This design comes from an exercise in tuning for small area on the open sky130 flow, not from production work. Only simulation tests tie the RTL to the original design; equivalence was not proved. Power figures rest on the tool's default switching activity, not on a simulated workload.

== job 101 ==
## etu_da
module etu_da (
    input  wire        clk,
    input  wire        rst,           
    input  wire        op_valid,
    input  wire [31:0] op_word,
    output wire        resp_valid,
    output wire [2:0]  resp_status,
    output wire [15:0] resp_data,
    output reg         diag_valid,
    output wire [1:0]  diag_loop,
    output wire [7:0]  diag_state,
    output wire        trig,
    output wire [15:0] motor_out,
    output wire [15:0] steer_out,
    output wire        frozen,
    output wire        irq
);
    localparam [2:0] ST_OK         = 3'd0;
    localparam [2:0] ST_RESERVED   = 3'd1;
    localparam [2:0] ST_BADINDEX   = 3'd2;
    localparam [2:0] ST_CONTRACT   = 3'd3;
    localparam [2:0] ST_RANGE      = 3'd4;
    localparam [2:0] ST_NOTENABLED = 3'd5;
    reg [7:0]  edge_phase;      
    reg [15:0] pulse_width;     
    reg [7:0]  drive_cmd;       
    reg [15:0] motor_sp;        
    reg [15:0] steer_sp;        
    reg [7:0]  st_echo, st_car, st_motor, st_steer;
    reg [5:0]  wake_echo;       
    reg [3:0]  wake_car;        
    reg        wake_motor;      
  ...
Size in the first run: about 680 cells after synthesis, ~100 I/O pins, about 6800 um^2 of cells after synthesis.
clock: 6.0 ns
lec_check: 0
cap_margin: 10
core_margin: 2
core_utilization: 60
gpl_timing_driven: 0
place_density: 0.7
setup_slack_margin: 0.2
slew_margin: 10
standard.sh (not shown) runs the stock make flow with config.mk's settings and CLKGATE_MAP_FILE= SYNTH_SCRIPT=/design/flow/synth_recipe.tcl, a recipe that flattens the netlist after the stock synthesis.
==> flow/flow/run.sh <==
#!/bin/bash
# Layout flow: the standard ORFS flow (standard.sh) with
#  - synthesis: the standard script, with the combinational logic mapped by
#    each area-oriented ABC script in flow/abc/ and the smallest result kept
#    (flow/synth_area.tcl), and no full-adder extraction;
#  - small (buf_1) port buffers;
#  - a clock tree of clkbuf_8 without dummy loads.
# Full tool output goes to flow.log here; per-step logs are under orfs/logs/.
set -euo pipefail
D=$(cd "$(dirname "${BASH_SOURCE[0]}")" && pwd)
export AREA_ABC_DIR="$D/abc"
bash standard.sh finish \
  SYNTH_SCRIPT="$D/synth_area.tcl" \
  ADDER_MAP_FILE= \
  BUFFER_PORTS_ARGS="-buffer_cell sky130_fd_sc_hd__buf_1" \
  CTS_ARGS="-sink_clustering_enable -repair_clock_nets -dont_use_dummy_load -buf_list sky130_fd_sc_hd__clkbuf_8" \
  > flow.log 2>&1
==> flow/flow/abc/a9.abc <==
strash
&get -n
&fraig -x
&put
scorr
dc2
strash
&get -n
&synch2
&nf -R 1000 -E 100
&put
strash
&get -n
&dch -f
&nf -R 1000 -E 100
&put
==> flow/flow/abc/b1.abc <==
strash
&get -n
&fraig -x
&put
scorr
dc2
strash
&get -n
&synch2
&nf -R 2000 -E 200
&put
strash
&get -n
&dch -f
&nf -R 2000 -E 200
&put
==> flow/flow/abc/b2.abc <==
strash
&get -n
&fraig -x
&put
scorr
dc2
dc2
strash
&get -n
&dc2
&put
&get -n
&dch -f
&nf -R 1000 -E 100
&put
==> flow/flow/abc/b3.abc <==
strash
&get -n
&dch
&nf -R 1000 -E 100
&put
strash
&get -n
&dch -f
&nf -R 1000 -E 100
&put
Other scripts of this flow, unchanged in this note and not shown: flow/flow/abc/a1.abc, flow/flow/abc/a2.abc, flow/flow/abc/a3.abc, flow/flow/abc/a4.abc, flow/flow/abc/a5.abc, flow/flow/abc/a6.abc, flow/flow/abc/a7.abc, flow/flow/abc/a8.abc, flow/flow/synth_area.tcl
[inputs] job 102 vs job 101
removed: flow/flow/abc/a9.abc
removed: flow/flow/abc/b1.abc
removed: flow/flow/abc/b2.abc
removed: flow/flow/abc/b3.abc
Results
- Job 102 ended with every stage complete and zero timing, DRC or antenna violations.
- For internal portion of total power, job 102 and job 101 come out practically identical.
- Detailed placement HPWL up 1.9% in job 102 wrt job 101
- From job 101 to job 102 the numbers moved as follows: global-route wire length before repair went up by about 5%; total non-filler cell area in the finished layout went down by 1.7%; final cell count without fillers went up by 20; headroom to the max-slew limit was more or less identical.

* * *

== main ==
Another version of the RTL of etu_da (not shown whole).
Size: ~170 flip-flops.
==> flow/design.v (excerpt) <==
module etu_da (
    input  wire        clk,
    input  wire        rst,           
    input  wire        op_valid,
    input  wire [31:0] op_word,
    output reg         resp_valid,
    output reg  [2:0]  resp_status,
    output wire [15:0] resp_data,
    output reg         diag_valid,
    output wire [1:0]  diag_loop,
    output wire [7:0]  diag_state,
    output wire        trig,
    output wire [15:0] motor_out,
    output wire [15:0] steer_out,
    output wire        frozen,
    output wire        irq
);
==> flow/config.mk <==
export PLATFORM = sky130hd
export DESIGN_NAME = etu_da
export DESIGN_NICKNAME = etu_da
export VERILOG_FILES = /design/flow/design.v
export SDC_FILE = /design/flow/constraint.sdc
export NUM_CORES = 4
export LEC_CHECK = 0
export ABC_AREA = 1
export CAP_MARGIN = 0
export CORE_MARGIN = 2
export CORE_UTILIZATION = 60
export GPL_TIMING_DRIVEN = 0
export PLACE_DENSITY = 0.7
export SLEW_MARGIN = 0
==> flow/constraint.sdc <==
create_clock -name core_clock -period 6.0 [get_ports {clk}]
set_input_delay 1.2000 -clock core_clock [delete_from_list [all_inputs] [get_ports {clk}]]
set_output_delay 1.2000 -clock core_clock [all_outputs]
set_load 0.01 [all_outputs]
==> flow/flow/run.sh <==
#!/bin/bash
# Standard ORFS layout, with small (buf_1) port buffers and a clock tree
# built from clkbuf_8 without dummy loads. Full tool output: flow.log here,
# per-step logs under orfs/logs/.
set -euo pipefail
bash standard.sh finish \
  BUFFER_PORTS_ARGS="-buffer_cell sky130_fd_sc_hd__buf_1" \
  CTS_ARGS="-sink_clustering_enable -repair_clock_nets -dont_use_dummy_load -buf_list sky130_fd_sc_hd__clkbuf_8" \
  > flow.log 2>&1
Having completed the whole flow, main delivered a layout that passed the timing, design-rule and antenna checks.
### main -> the feature branch
==> flow/run.sh (new file) <==
#!/bin/bash
# synth_recipe.tcl (not shown) runs the flow's synth.tcl, then flattens the netlist and writes it again
# the make line also repeats each setting of config.mk as NAME=value (left out here)
make -C /OpenROAD-flow-scripts/flow DESIGN_CONFIG=/design/flow/config.mk WORK_HOME=/design/flow/orfs CLKGATE_MAP_FILE= SYNTH_SCRIPT=/design/flow/synth_recipe.tcl finish
removed: flow/flow/run.sh
removed: flow/standard.sh
## What came out
The final layout from the feature branch, which completed every stage, passed the timing, design-rule and antenna checks at the end of the flow. main reports its start point of the critical path as op_word[25] while the feature branch reports op_word[24]. Delta (the feature branch minus main): reported leakage power +0.40 nW, fraction of area in multi-input gates fell 4.5 points. On worst hold slack, main and the feature branch are basically level. On detail-routed net length per standard cell, the higher figure sits with the feature branch, not main. The feature branch ended with more total power draw than main.

* * *

## JK
etu_da again, from the RTL that the note above started with.
==> flow/config.mk <==
export PLATFORM = sky130hd
export DESIGN_NAME = etu_da
export DESIGN_NICKNAME = etu_da
export VERILOG_FILES = /design/flow/design.v
export SDC_FILE = /design/flow/constraint.sdc
export NUM_CORES = 4
export LEC_CHECK = 0
export ABC_AREA = 1
export CAP_MARGIN = 0
export CORE_MARGIN = 2
export CORE_UTILIZATION = 60
export GPL_TIMING_DRIVEN = 0
export PLACE_DENSITY = 0.7
export SLEW_MARGIN = 0
==> flow/constraint.sdc <==
create_clock -name core_clock -period 6.0 [get_ports {clk}]
set_input_delay 1.2000 -clock core_clock [delete_from_list [all_inputs] [get_ports {clk}]]
set_output_delay 1.2000 -clock core_clock [all_outputs]
set_load 0.01 [all_outputs]
==> flow/flow/run.sh <==
#!/bin/bash
# Layout flow: the standard ORFS flow (standard.sh) with
#  - synthesis: the standard script with an area-oriented ABC mapping
#    (flow/synth_area.tcl, flow/area.abc) and no full-adder extraction;
#  - small (buf_1) port buffers;
#  - a clock tree of clkbuf_8 without dummy loads.
# Full tool output goes to flow.log here; per-step logs are under orfs/logs/.
set -euo pipefail
D=$(cd "$(dirname "${BASH_SOURCE[0]}")" && pwd)
export AREA_ABC_SCRIPT="$D/area.abc"
bash standard.sh finish \
  SYNTH_SCRIPT="$D/synth_area.tcl" \
  ADDER_MAP_FILE= \
  BUFFER_PORTS_ARGS="-buffer_cell sky130_fd_sc_hd__buf_1" \
  CTS_ARGS="-sink_clustering_enable -sink_clustering_size 30 -sink_clustering_max_diameter 150 -repair_clock_nets -dont_use_dummy_load -buf_list sky130_fd_sc_hd__clkbuf_8" \
  > flow.log 2>&1
==> flow/flow/area.abc <==
strash
&get -n
&fraig -x
&put
scorr
dc2
strash
&get -n
&dch -f
&nf -R 1000
&put
==> flow/flow/synth_area.tcl <==
# The standard synthesis script, with ABC's cell mapping replaced by an
# area-oriented script (flow/area.abc) and no full-adder extraction
# (ADDER_MAP_FILE is left empty by run.sh). Registers are mapped exactly as
# in the standard synthesis (dfflibmap runs before ABC, which sees only
# combinational logic).
proc synth {args} { yosys synth -nofsm -noshare {*}$args }
proc abc {args} {
  set i [lsearch -exact $args -script]
  if { $i >= 0 } {
    set args [lreplace $args $i [expr {$i + 1}] -script $::env(AREA_ABC_SCRIPT)]
  }
  yosys abc {*}$args
}
source $::env(SCRIPTS_DIR)/synth.tcl
# left out here: clear keep_hierarchy, flatten, clean up, hide names made inside functions, write 1_2_yosys.v
Every stage of the flow completed for JK, and the final layout passed the timing, design-rule and antenna checks.
Input-level comparison between MS and JK:
-- flow/flow/run.sh --
<<< JK, line 14
  BUFFER_PORTS_ARGS="-buffer_cell sky130_fd_sc_hd__buf_1" \
  CTS_ARGS="-sink_clustering_enable -sink_clustering_size 30 -sink_clustering_max_diameter 150 -repair_clock_nets -dont_use_dummy_load -buf_list sky130_fd_sc_hd__clkbuf_8" \
  > flow.log 2>&1
>>> MS, line 14
  BUFFER_PORTS_ARGS="-buffer_cell sky130_fd_sc_hd__buf_1" \
  CTS_ARGS="-sink_clustering_enable -repair_clock_nets -dont_use_dummy_load -buf_list sky130_fd_sc_hd__clkbuf_8" \
  > flow.log 2>&1
Results
MS went all the way through the flow, and no timing, DRC or antenna check failed.
Reported for JK and MS, number of vias in the routed layout turned out identical to the last digit.
Diff JK..MS | worst setup margin | unchanged
JK and MS ended up with nearly the same buffer levels on the longest clock path.

## re-timing with driven ports
Ports are ideal in the flow. The routed layouts listed here were re-timed in OpenROAD. Step 1 sets driving cells, clkbuf_16 on the clock port and buf_2 on the other inputs (assumed; they add their load-dependent delay and slew). Step 2, shift: input delay + t, output delay - t, t = (earliest + latest rising clock arrival at the registers) / 2. This alone moves slack from input paths to output paths. Three values: ideal, step 1, step 2; two values: the first two.
run	shift t [ns]	setup WS [ns]	worst hold slack (ns)	worst data-port slew with drivers (ns)
job 101	0.478	0.160 / 0.150 / -0.328	0.473 / 0.473 / 0.473	0.06
job 102	0.483	0.455 / 0.470 / -0.013	0.474 / 0.474 / 0.474	0.04
main	0.502	1.876 / 1.855 / 1.737	0.463 / 0.463 / 0.463	0.03
the feature branch	0.479	1.112 / 1.084 / 1.084	0.464 / 0.464 / 0.464	0.04
JK	0.479	0.476 / 0.490 / 0.011	0.459 / 0.459 / 0.459	0.04
MS	0.479	0.476 / 0.490 / 0.011	0.459 / 0.459 / 0.459	0.04
Met with ideal ports but missed after step 2: setup timing in job 101 and job 102. The setup slack of job 101, which loses most, moves by -0.010 ns with the drivers and by -0.488 ns with both steps.
